What follows belongs to an exercise in optimizing a design on an open flow for small area, a short achievable clock period and few clock cycles; a production flow would make more cautious choices. The RTL was checked by simulation tests, not by an equivalence proof against the original design.

==> run a: inputs <==
## perm_table
module perm_table (
    input  wire        clk,
    input  wire        rst,         
    input  wire        start,
    input  wire [63:0] seed,
    input  wire        wr_en,
    input  wire [7:0]  wr_index,
    input  wire [7:0]  wr_data,
    input  wire [8:0]  rd_index,
    output reg  [7:0]  rd_data,
    output wire        busy,
    output reg         done
);
Settings: LEC_CHECK=0, CAP_MARGIN=20, CORE_MARGIN=2, CORE_UTILIZATION=22, PLACE_DENSITY=0.4, SLEW_MARGIN=20; clock period 14.0 ns.
run.sh (not shown) runs the stock make flow with config.mk's settings and CLKGATE_MAP_FILE= SYNTH_SCRIPT=/design/flow/synth_recipe.tcl, a recipe that flattens the netlist after the stock synthesis.
==> inputs of run b, as changes to run a <==
==> flow/flow/run.sh (new file) <==
#!/bin/bash
set -euo pipefail
M=$(cat flow/margin.txt)
R=orfs/results/sky130hd/perm_table/base
bash standard.sh synth > synth.log 2>&1
cp $R/1_2_yosys.v synth_netlist.v
python3 flow/fapol.py synth_netlist.v $R/1_2_yosys.v > fapol.log 2>&1
rm -f $R/1_synth.odb $R/1_synth.sdc
bash standard.sh place > place.log 2>&1
bash standard.sh SETUP_SLACK_MARGIN=$M finish > layout.log 2>&1
==> flow/flow/fapol.py (new file) <==
#!/usr/bin/env python3
"""Full-adder polarity clean-up of a Yosys gate netlist (sky130hd).

Yosys's extract_fa often leaves full adders whose three inputs come through
inverters and whose outputs go through inverters again.  A full adder is
self-dual: FA(~a, ~b, ~c) = (~sum, ~cout).  This script removes the
inverters that do not drive a port, chooses for every fa cell whether it
works on true or on complemented signals so that as few inverters as
possible are needed, and re-inserts one inverter per net that still needs
the other polarity.  Registers and all other cells are left as they are.

usage: fapol.py in.v out.v
"""
import re, sys, random

OUTPINS = {"X", "Y", "Q", "Q_N", "SUM", "COUT", "HI", "LO"}
INV_RE = re.compile(r"sky130_fd_sc_hd__(?:clk)?inv_\d+$")
FA_RE = re.compile(r"sky130_fd_sc_hd__fa_\d+$")

src = open(sys.argv[1]).read()
m = re.search(r"\bmodule\s+(\S+)\s*\((.*?)\);", src, re.S)
head_end = m.end()
endm = src.rindex("endmodule")
body = src[head_end:endm]

# split body into statements
stmts = []
for st in re.finditer(r"(.*?);", body, re.S):
    stmts.append(st.group(1).strip())

ports_in, ports_out = set(), set()
decls = []
cells = []   # [type, name, {pin: net}]
other = []
def expand(rng, name):
    if rng is None:
        return [name]
    a, b = map(int, rng.split(":"))
    lo, hi = min(a, b), max(a, b)
    return [f"{name}[{i}]" for i in range(lo, hi + 1)]

for s in stmts:
    if not s:
        continue
    mm = re.match(r"(input|output|inout|wire)\s+(?:\[(\d+:\d+)\]\s+)?(\S+)$", s)
    if mm:
        decls.append(s)
        kind, rng, name = mm.groups()
        if kind == "input":
            ports_in.update(expand(rng, name))
        elif kind == "output":
            ports_out.update(expand(rng, name))
        continue
    mm = re.match(r"(\S+)\s+(\S+)\s*\((.*)\)$", s, re.S)
    if mm and mm.group(1).startswith("sky130_fd_sc_hd__"):
        pins = {}
        for p in re.finditer(r"\.(\w+)\((.*?)\)\s*(?:,|$)", mm.group(3), re.S):
            pins[p.group(1)] = p.group(2).strip()
        cells.append([mm.group(1), mm.group(2), pins])
        continue
    other.append(s)

if other:
    sys.stderr.write(f"fapol: {len(other)} other statements kept as they are\n")

def norm(n):
    return n

driver = {}
for ci, (ty, nm, pins) in enumerate(cells):
    for p, n in pins.items():
        if p in OUTPINS:
            driver[n] = (ci, p)

# removable inverters: not driving an output port net
removable = set()
for ci, (ty, nm, pins) in enumerate(cells):
    if INV_RE.match(ty) and pins["Y"] not in ports_out:
        removable.add(ci)

def base(n):
    p = 0
    seen = 0
    while n in driver and driver[n][0] in removable:
        ci = driver[n][0]
        n = cells[ci][2]["A"]
        p ^= 1
        seen += 1
        if seen > 1000:
            raise SystemExit("inverter loop")
    return n, p

# consumers per base net: list of (cell index or -1 for port, pin, p)
cons = {}
for ci, (ty, nm, pins) in enumerate(cells):
    if ci in removable:
        continue
    for p, n in pins.items():
        if p in OUTPINS:
            continue
        if n.startswith("1'b") or n == "":
            continue
        b, pol = base(n)
        cons.setdefault(b, []).append((ci, p, pol))
for n in ports_out:
    if n in driver and driver[n][0] in removable:
        raise SystemExit("port driven by removable inverter")

fa = [ci for ci, c in enumerate(cells) if FA_RE.match(c[0])]
faset = set(fa)
flip = {ci: 0 for ci in fa}

def drvflip(b):
    d = driver.get(b)
    if d and d[0] in faset:
        return flip[d[0]]
    return 0

def need(b):
    fd = drvflip(b)
    for ci, p, pol in cons.get(b, []):
        fc = flip.get(ci, 0)
        if pol ^ fc ^ fd:
            return 1
    return 0

# nets touched by each fa (its inputs' base nets and its outputs)
touch = {}
for ci in fa:
    ns = set()
    for p, n in cells[ci][2].items():
        if p in OUTPINS:
            ns.add(n)
        else:
            ns.add(base(n)[0])
    touch[ci] = ns

before = sum(need(b) for b in cons)
cur = before
random.seed(1)
improved = True
rounds = 0
while improved and rounds < 50:
    improved = False
    rounds += 1
    order = fa[:]
    random.shuffle(order)
    for ci in order:
        ns = touch[ci]
        old = sum(need(b) for b in ns)
        flip[ci] ^= 1
        new = sum(need(b) for b in ns)
        if new < old or (new == old and random.random() < 0.0):
            cur += new - old
            improved = True
        else:
            flip[ci] ^= 1
sys.stderr.write(f"fapol: {len(removable)} inverters removed, {cur} inserted "
                 f"(without flips {before}); {sum(flip.values())} of {len(fa)} fa flipped\n")

# rewrite
newnets = []
inv_of = {}
out_cells = []
cnt = 0
for b in cons:
    pass
def inv_net(b):
    global cnt
    if b not in inv_of:
        cnt += 1
        nn = f"_fapol_n{cnt}_"
        inv_of[b] = nn
        newnets.append(nn)
        out_cells.append(("sky130_fd_sc_hd__inv_1", f"_fapol_i{cnt}_", {"A": b, "Y": nn}))
    return inv_of[b]

for ci, (ty, nm, pins) in enumerate(cells):
    if ci in removable:
        continue
    np = {}
    for p, n in pins.items():
        if p in OUTPINS or n.startswith("1'b") or n == "":
            np[p] = n
            continue
        b, pol = base(n)
        fc = flip.get(ci, 0)
        if pol ^ fc ^ drvflip(b):
            np[p] = inv_net(b)
        else:
            np[p] = b
    out_cells.append((ty, nm, np))

def fmt(n):
    return n + " " if n.startswith("\\") else n
lines = [src[:head_end]]
for d in decls:
    lines.append(f"  {d} ;")
for n in newnets:
    lines.append(f"  wire {n};")
for s in other:
    lines.append(f"  {s};")
for ty, nm, pins in out_cells:
    pl = ",\n".join(f"    .{p}({fmt(n)})" for p, n in pins.items())
    lines.append(f"  {ty} {nm} (\n{pl}\n  );")
lines.append("endmodule")
open(sys.argv[2], "w").write("\n".join(lines) + "\n")
==> flow/flow/margin.txt (new file) <==
7.8
==> flow/standard.sh (new file) <==
#!/bin/bash
# synth_recipe.tcl (not shown) runs the flow's synth.tcl, then flattens the netlist and writes it again
# the make line also repeats each setting of config.mk as NAME=value (left out here)
make -C /OpenROAD-flow-scripts/flow DESIGN_CONFIG=/design/flow/config.mk WORK_HOME=/design/flow/orfs CLKGATE_MAP_FILE= SYNTH_SCRIPT=/design/flow/synth_recipe.tcl "${@:-finish}"
==> flow/config.mk (replaced) <==
export PLATFORM = sky130hd
export DESIGN_NAME = perm_table
export DESIGN_NICKNAME = perm_table
export VERILOG_FILES = /design/flow/design.v
export SDC_FILE = /design/flow/constraint.sdc
export NUM_CORES = 8
export LEC_CHECK = 0
export ABC_CLOCK_PERIOD_IN_PS = 6000
export CAP_MARGIN = 30
export CORE_MARGIN = 2
export CORE_UTILIZATION = 25
export PLACE_DENSITY = 0.4
export SLEW_MARGIN = 30
removed: flow/run.sh
==> qor summary <==
| quantity | run a | run b |
|---|---|---|
| Outcome | finished clean | finished clean |
| Stages on worst setup path | 23 | 17 |
| Vert. Die Dim | 879 µm | 815 µm |
| Post-cts gate resize count | 0 | 732 |
| Wire length of the first global-routing pass | 956000 µm | 969000 µm |
| Maximum clock frequency | 122 MHz | 153 MHz |
| Share of the clock period used by the worst path after layout | 58.7% | 46.6% |
| GR Layer Usage met3 | 2.14% | 2.92% |
| Final-stage net count | 20071 | 19505 |
| Placeable core region | 764000 µm² | 657000 µm² |
| FP Rows | 321 | 298 |
| Iter 0 DRT Violations | 10112 | 10373 |
| Fraction of area in clock buffers and inverters | 5.04% | 5.08% |
| Total placed instance area | 180000 µm² | 174000 µm² |
| Number of clock-tree buffers in the layout | 450 | 434 |
| Total Wirelength | 650000 µm | 662000 µm |
| GR met2 Demand/Resource | 26.2% | 31.9% |
| Number of global-route vias before repair | 131211 | 132211 |
| Gate count of the mapped netlist | 18845 | 17807 |
| Post-synthesis to final-layout area growth | 12.4% | 16.5% |
| Arrival time reported for the critical path endpoint | 9.06 ns | 7.37 ns |
Testbench counts of run a, summed over its fixed seeds: cycles 33,280.
Testbench counts of run b, summed over its fixed seeds: cycles 33,280.

---

==> inputs of run E <==
Another version of the RTL of perm_table (not shown whole).
Design perm_table, start of the top module:
module perm_table (
    input  wire        clk,
    input  wire        rst,         
    input  wire        start,
    input  wire [63:0] seed,
    input  wire        wr_en,
    input  wire [7:0]  wr_index,
    input  wire [7:0]  wr_data,
    input  wire [8:0]  rd_index,
    output reg  [7:0]  rd_data,
    output wire        busy,
    output reg         done
);
clock: 14.0 ns
lec_check: 0
abc_clock_period_in_ps: 4400
cap_margin: 20
core_margin: 2
core_utilization: 30
place_density: 0.45
slew_margin: 20
standard.sh (not shown) runs the stock make flow with config.mk's settings and CLKGATE_MAP_FILE= SYNTH_SCRIPT=/design/flow/synth_recipe.tcl, a recipe that flattens the netlist after the stock synthesis.
==> flow/flow/run.sh <==
#!/bin/bash
set -euo pipefail
M=$(cat flow/margin.txt)
R=orfs/results/sky130hd/perm_table/base
bash standard.sh synth > synth.log 2>&1
cp $R/1_2_yosys.v synth_netlist.v
python3 flow/fapol.py synth_netlist.v $R/1_2_yosys.v > fapol.log 2>&1
rm -f $R/1_synth.odb $R/1_synth.sdc
bash standard.sh place > place.log 2>&1
bash standard.sh SETUP_SLACK_MARGIN=$M finish > layout.log 2>&1
==> flow/flow/margin.txt <==
9.0
Other scripts of this flow, unchanged in this note and not shown: flow/flow/fapol.py
==> run P (differences from run E) <==
--- a/flow/design.v
+++ b/flow/design.v
@@ -205,100 +205,64 @@
     wire [1:0] vsn1;
     assign vsn1 = (c0_1 ? vsn0 : 2'd2);
     wire [1:0] osn0;
     assign osn0 = 2'd1;
     wire [1:0] osn1;
     assign osn1 = (e0_1 ? vsn0 : 2'd2);
     wire wvn0 = (jq0 < 8'd254) & ~e0_1;
     wire wvn1 = (jq1 < 8'd254);
+    reg [7:0] jp0;
     reg [1:0] vs0, os0;
     wire [7:0] wn0 = jq0 + 8'd2;
-    reg [15:0] dl0, dh0, rl0, rh0;
+    reg [15:0] dl0, dh0;
+    reg [7:0] jp1;
     reg [1:0] vs1, os1;
     wire [7:0] wn1 = jq1 + 8'd2;
-    reg [15:0] dl1, dh1, rl1, rh1;
+    reg [15:0] dl1, dh1;
     genvar g;
     always @(posedge clk) begin
+        jp0 <= jq0;
         vs0 <= vsn0;
         os0 <= osn0;
+        jp1 <= jq1;
         vs1 <= vsn1;
         os1 <= osn1;
     end
     generate for (g = 0; g < 16; g = g + 1) begin : g_pdec
         always @(posedge clk) begin
             dl0[g] <= (wn0[3:0] == g);
-            rl0[g] <= (jq0[3:0] == g);
-            rh0[g] <= (jq0[7:4] == g);
             dh0[g] <= ~rst & busy_q & pass & wvn0 & (wn0[7:4] == g);
             dl1[g] <= (wn1[3:0] == g);
-            rl1[g] <= (jq1[3:0] == g);
-            rh1[g] <= (jq1[7:4] == g);
             dh1[g] <= ~rst & busy_q & pass & wvn1 & (wn1[7:4] == g);
         end
     end endgenerate
     wire [7:0] A0 = tq[2047:2040];
     wire [7:0] A1 = tq[2039:2032];
     wire [7:0] V0 = ({8{vs0[0]}} & A0);
     wire [7:0] V1 = ({8{vs1[0]}} & A0) | ({8{vs1[1]}} & A1);
-    wire [15:0] qlo = 16'd1 << rd_index[3:0];
-    wire [15:0] qhi = 16'd1 << rd_index[7:4];
-    wire [255:0] col0, col1, col2, col3, col4, col5, col6, col7;
-    wire [255:0] selq;
-    wire [255:0] sel0;
-    wire [255:0] sel1;
-    generate for (g = 0; g < 256; g = g + 1) begin : g_sel
-        assign selq[g] = qlo[g % 16] & qhi[g / 16];
-        assign sel0[g] = rl0[g % 16] & rh0[g / 16];
-        assign sel1[g] = rl1[g % 16] & rh1[g / 16];
-    end endgenerate
-    wire [7:0] rdn_q;
-    wire [7:0] R0;
-    wire [7:0] R1;
-    assign rdn_q[0] = |(selq & col0);
-    assign R0[0] = |(sel0 & col0);
-    assign R1[0] = |(sel1 & col0);
-    assign rdn_q[1] = |(selq & col1);
-    assign R0[1] = |(sel0 & col1);
-    assign R1[1] = |(sel1 & col1);
-    assign rdn_q[2] = |(selq & col2);
-    assign R0[2] = |(sel0 & col2);
-    assign R1[2] = |(sel1 & col2);
-    assign rdn_q[3] = |(selq & col3);
-    assign R0[3] = |(sel0 & col3);
-    assign R1[3] = |(sel1 & col3);
-    assign rdn_q[4] = |(selq & col4);
-    assign R0[4] = |(sel0 & col4);
-    assign R1[4] = |(sel1 & col4);
-    assign rdn_q[5] = |(selq & col5);
-    assign R0[5] = |(sel0 & col5);
-    assign R1[5] = |(sel1 & col5);
-    assign rdn_q[6] = |(selq & col6);
-    assign R0[6] = |(sel0 & col6);
-    assign R1[6] = |(sel1 & col6);
-    assign rdn_q[7] = |(selq & col7);
-    assign R0[7] = |(sel0 & col7);
-    assign R1[7] = |(sel1 & col7);
-    always @(posedge clk) rd_data <= rdn_q;
+    wire [7:0] rd_idx = rd_index[8] ? 8'd0 : rd_index[7:0];
+    always @(posedge clk) rd_data <= tq[8*rd_idx +: 8];
+    wire [7:0] R0 = tq[8*jp0 +: 8];
+    wire [7:0] R1 = tq[8*jp1 +: 8];
     wire [7:0] O0 = ({8{os0[0]}} & R0);
     wire [7:0] O1 = ({8{os1[0]}} & A0) | ({8{os1[1]}} & R1);
     wire [15:0] wl0 = busy_q ? dl0 : (16'd1 << wr_index[3:0]);
     wire [15:0] wh0 = busy_q ? dh0 : ({15'd0, wr_en} << wr_index[7:4]);
     wire [7:0] wb0 = busy_q ? V0 : wr_data;
     wire [15:0] wl1 = dl1;
     wire [15:0] wh1 = dh1;
     wire [7:0] wb1 = V1;
     wire ninit = ~init;
     wire sel_h = ninit & ~step_q;
     wire sel_n = ninit & step_q;
     generate
         for (g = 0; g < 256; g = g + 1) begin : g_entry
             reg  [7:0] e;
             assign tq[8*g +: 8] = e;
-            assign {col7[g], col6[g], col5[g], col4[g], col3[g], col2[g], col1[g], col0[g]} = e;
             wire h0 = wl0[g % 16] & wh0[g / 16], h1 = wl1[g % 16] & wh1[g / 16];
             wire ah = h0 | h1;
             if (g < 2) begin : g_out
                 wire [7:0] ov;
                 if (g == 0) begin : g_o0 assign ov = O1; end
                 if (g == 1) begin : g_o1 assign ov = O0; end
                 wire [7:0] y = ({8{ninit & step_q}} & ov)
                              | ({8{sel_h & h0}} & wb0)
==> flow/flow/margin.txt (replaced) <==
8.6
==> flow/config.mk (replaced) <==
export PLATFORM = sky130hd
export DESIGN_NAME = perm_table
export DESIGN_NICKNAME = perm_table
export VERILOG_FILES = /design/flow/design.v
export SDC_FILE = /design/flow/constraint.sdc
export NUM_CORES = 8
export LEC_CHECK = 0
export ABC_CLOCK_PERIOD_IN_PS = 4400
export CAP_MARGIN = 35
export CORE_MARGIN = 2
export CORE_UTILIZATION = 30
export PLACE_DENSITY = 0.45
export SLEW_MARGIN = 35
==> run G (differences from run E) <==
--- a/flow/design.v
+++ b/flow/design.v
@@ -205,100 +205,64 @@
     wire [1:0] vsn1;
     assign vsn1 = (c0_1 ? vsn0 : 2'd2);
     wire [1:0] osn0;
     assign osn0 = 2'd1;
     wire [1:0] osn1;
     assign osn1 = (e0_1 ? vsn0 : 2'd2);
     wire wvn0 = (jq0 < 8'd254) & ~e0_1;
     wire wvn1 = (jq1 < 8'd254);
+    reg [7:0] jp0;
     reg [1:0] vs0, os0;
     wire [7:0] wn0 = jq0 + 8'd2;
-    reg [15:0] dl0, dh0, rl0, rh0;
+    reg [15:0] dl0, dh0;
+    reg [7:0] jp1;
     reg [1:0] vs1, os1;
     wire [7:0] wn1 = jq1 + 8'd2;
-    reg [15:0] dl1, dh1, rl1, rh1;
+    reg [15:0] dl1, dh1;
     genvar g;
     always @(posedge clk) begin
+        jp0 <= jq0;
         vs0 <= vsn0;
         os0 <= osn0;
+        jp1 <= jq1;
         vs1 <= vsn1;
         os1 <= osn1;
     end
     generate for (g = 0; g < 16; g = g + 1) begin : g_pdec
         always @(posedge clk) begin
             dl0[g] <= (wn0[3:0] == g);
-            rl0[g] <= (jq0[3:0] == g);
-            rh0[g] <= (jq0[7:4] == g);
             dh0[g] <= ~rst & busy_q & pass & wvn0 & (wn0[7:4] == g);
             dl1[g] <= (wn1[3:0] == g);
-            rl1[g] <= (jq1[3:0] == g);
-            rh1[g] <= (jq1[7:4] == g);
             dh1[g] <= ~rst & busy_q & pass & wvn1 & (wn1[7:4] == g);
         end
     end endgenerate
     wire [7:0] A0 = tq[2047:2040];
     wire [7:0] A1 = tq[2039:2032];
     wire [7:0] V0 = ({8{vs0[0]}} & A0);
     wire [7:0] V1 = ({8{vs1[0]}} & A0) | ({8{vs1[1]}} & A1);
-    wire [15:0] qlo = 16'd1 << rd_index[3:0];
-    wire [15:0] qhi = 16'd1 << rd_index[7:4];
-    wire [255:0] col0, col1, col2, col3, col4, col5, col6, col7;
-    wire [255:0] selq;
-    wire [255:0] sel0;
-    wire [255:0] sel1;
-    generate for (g = 0; g < 256; g = g + 1) begin : g_sel
-        assign selq[g] = qlo[g % 16] & qhi[g / 16];
-        assign sel0[g] = rl0[g % 16] & rh0[g / 16];
-        assign sel1[g] = rl1[g % 16] & rh1[g / 16];
-    end endgenerate
-    wire [7:0] rdn_q;
-    wire [7:0] R0;
-    wire [7:0] R1;
-    assign rdn_q[0] = |(selq & col0);
-    assign R0[0] = |(sel0 & col0);
-    assign R1[0] = |(sel1 & col0);
-    assign rdn_q[1] = |(selq & col1);
-    assign R0[1] = |(sel0 & col1);
-    assign R1[1] = |(sel1 & col1);
-    assign rdn_q[2] = |(selq & col2);
-    assign R0[2] = |(sel0 & col2);
-    assign R1[2] = |(sel1 & col2);
-    assign rdn_q[3] = |(selq & col3);
-    assign R0[3] = |(sel0 & col3);
-    assign R1[3] = |(sel1 & col3);
-    assign rdn_q[4] = |(selq & col4);
-    assign R0[4] = |(sel0 & col4);
-    assign R1[4] = |(sel1 & col4);
-    assign rdn_q[5] = |(selq & col5);
-    assign R0[5] = |(sel0 & col5);
-    assign R1[5] = |(sel1 & col5);
-    assign rdn_q[6] = |(selq & col6);
-    assign R0[6] = |(sel0 & col6);
-    assign R1[6] = |(sel1 & col6);
-    assign rdn_q[7] = |(selq & col7);
-    assign R0[7] = |(sel0 & col7);
-    assign R1[7] = |(sel1 & col7);
-    always @(posedge clk) rd_data <= rdn_q;
+    wire [7:0] rd_idx = rd_index[8] ? 8'd0 : rd_index[7:0];
+    always @(posedge clk) rd_data <= tq[8*rd_idx +: 8];
+    wire [7:0] R0 = tq[8*jp0 +: 8];
+    wire [7:0] R1 = tq[8*jp1 +: 8];
     wire [7:0] O0 = ({8{os0[0]}} & R0);
     wire [7:0] O1 = ({8{os1[0]}} & A0) | ({8{os1[1]}} & R1);
     wire [15:0] wl0 = busy_q ? dl0 : (16'd1 << wr_index[3:0]);
     wire [15:0] wh0 = busy_q ? dh0 : ({15'd0, wr_en} << wr_index[7:4]);
     wire [7:0] wb0 = busy_q ? V0 : wr_data;
     wire [15:0] wl1 = dl1;
     wire [15:0] wh1 = dh1;
     wire [7:0] wb1 = V1;
     wire ninit = ~init;
     wire sel_h = ninit & ~step_q;
     wire sel_n = ninit & step_q;
     generate
         for (g = 0; g < 256; g = g + 1) begin : g_entry
             reg  [7:0] e;
             assign tq[8*g +: 8] = e;
-            assign {col7[g], col6[g], col5[g], col4[g], col3[g], col2[g], col1[g], col0[g]} = e;
             wire h0 = wl0[g % 16] & wh0[g / 16], h1 = wl1[g % 16] & wh1[g / 16];
             wire ah = h0 | h1;
             if (g < 2) begin : g_out
                 wire [7:0] ov;
                 if (g == 0) begin : g_o0 assign ov = O1; end
                 if (g == 1) begin : g_o1 assign ov = O0; end
                 wire [7:0] y = ({8{ninit & step_q}} & ov)
                              | ({8{sel_h & h0}} & wb0)
==> flow/flow/margin.txt (replaced) <==
8.3
==> flow/config.mk (replaced) <==
export PLATFORM = sky130hd
export DESIGN_NAME = perm_table
export DESIGN_NICKNAME = perm_table
export VERILOG_FILES = /design/flow/design.v
export SDC_FILE = /design/flow/constraint.sdc
export NUM_CORES = 8
export LEC_CHECK = 0
export ABC_CLOCK_PERIOD_IN_PS = 4400
export CAP_MARGIN = 40
export CORE_MARGIN = 2
export CORE_UTILIZATION = 28
export PLACE_DENSITY = 0.42
export SLEW_MARGIN = 40
==> comparison table <==
item	run G	run P	run E
Run status	failed layout checks	failed layout checks	stopped before the end
Last stage reached	-	-	global routing (5_1_grt)
Reasons for failing layout checks	antenna rules	antenna rules, slew limit	-
Startpoint type of the worst setup path	primary input	primary input	-
Worst min-delay path class	flop to flop	flop to flop	-
WP data arrival	7090 ps	6790 ps	-
Highest cell delay on the worst timing path	780 ps	780 ps	-
NumNets Final	25836	25939	-
Part of the cycle the worst path needs	43.2%	40.9%	-
Worst Hold Endpoint	rlq1[28]$_DFF_P_	rlq1[31]$_DFF_P_	-
Final core utilization	32.2%	34.7%	-
Wire length reported by the detailed router	1660000 um	1700000 um	-
Final setup fails	0	0	-
Commonest non-fill, non-tap cell in the layout	dfxtp_1	dfxtp_1	-
Net count after synthesis	26114	26114	28610
Shortest period the worst path allows	6050 ps	5730 ps	-
Die Wd	958 um	926 um	912 um
Testbench counts of run E, summed over its fixed seeds: cycles 17,408.
Testbench counts of run P, summed over its fixed seeds: cycles 17,408.
Testbench counts of run G, summed over its fixed seeds: cycles 17,408.

-- re-timing with driven ports --
In the flow no input, the clock included, has a driving cell. The finished layouts below were timed again as built, in two steps. Step 1 (the two cells are an assumption about what drives the block):
set clk [get_ports {clk}]
set_driving_cell -lib_cell sky130_fd_sc_hd__clkbuf_16 $clk
set_driving_cell -lib_cell sky130_fd_sc_hd__buf_2 [delete_from_list [all_inputs] $clk]
Step 2 also shifts input and output timing later by t, the mid clock arrival at the registers, as if the neighbouring blocks saw the same clock. Slacks: ideal / step 1 / step 2; pairs: ideal / step 1.
run | t (ns) | setup WS [ns] | worst hold slack (ns) | worst register clock-pin slew, ns | cell pins on the clock port's net
run a | 1.079 | 5.777 / 5.777 / 5.274 | 0.408 / 0.408 / 0.408 | 0.07 / 0.07 | 1
run b | 1.071 | 7.476 / 7.476 / 6.674 | 0.407 / 0.407 / 0.407 | 0.07 / 0.07 | 1
run P | 1.304 | 8.270 / 8.047 / 6.743 | 0.301 / 0.301 / 0.301 | 0.08 / 0.08 | 1
run G | 1.252 | 7.949 / 7.739 / 6.487 | 0.306 / 0.306 / 0.306 | 0.07 / 0.07 | 1
The setup slack of run P, which loses most, moves by -0.223 ns with the drivers and by -1.527 ns with both steps.
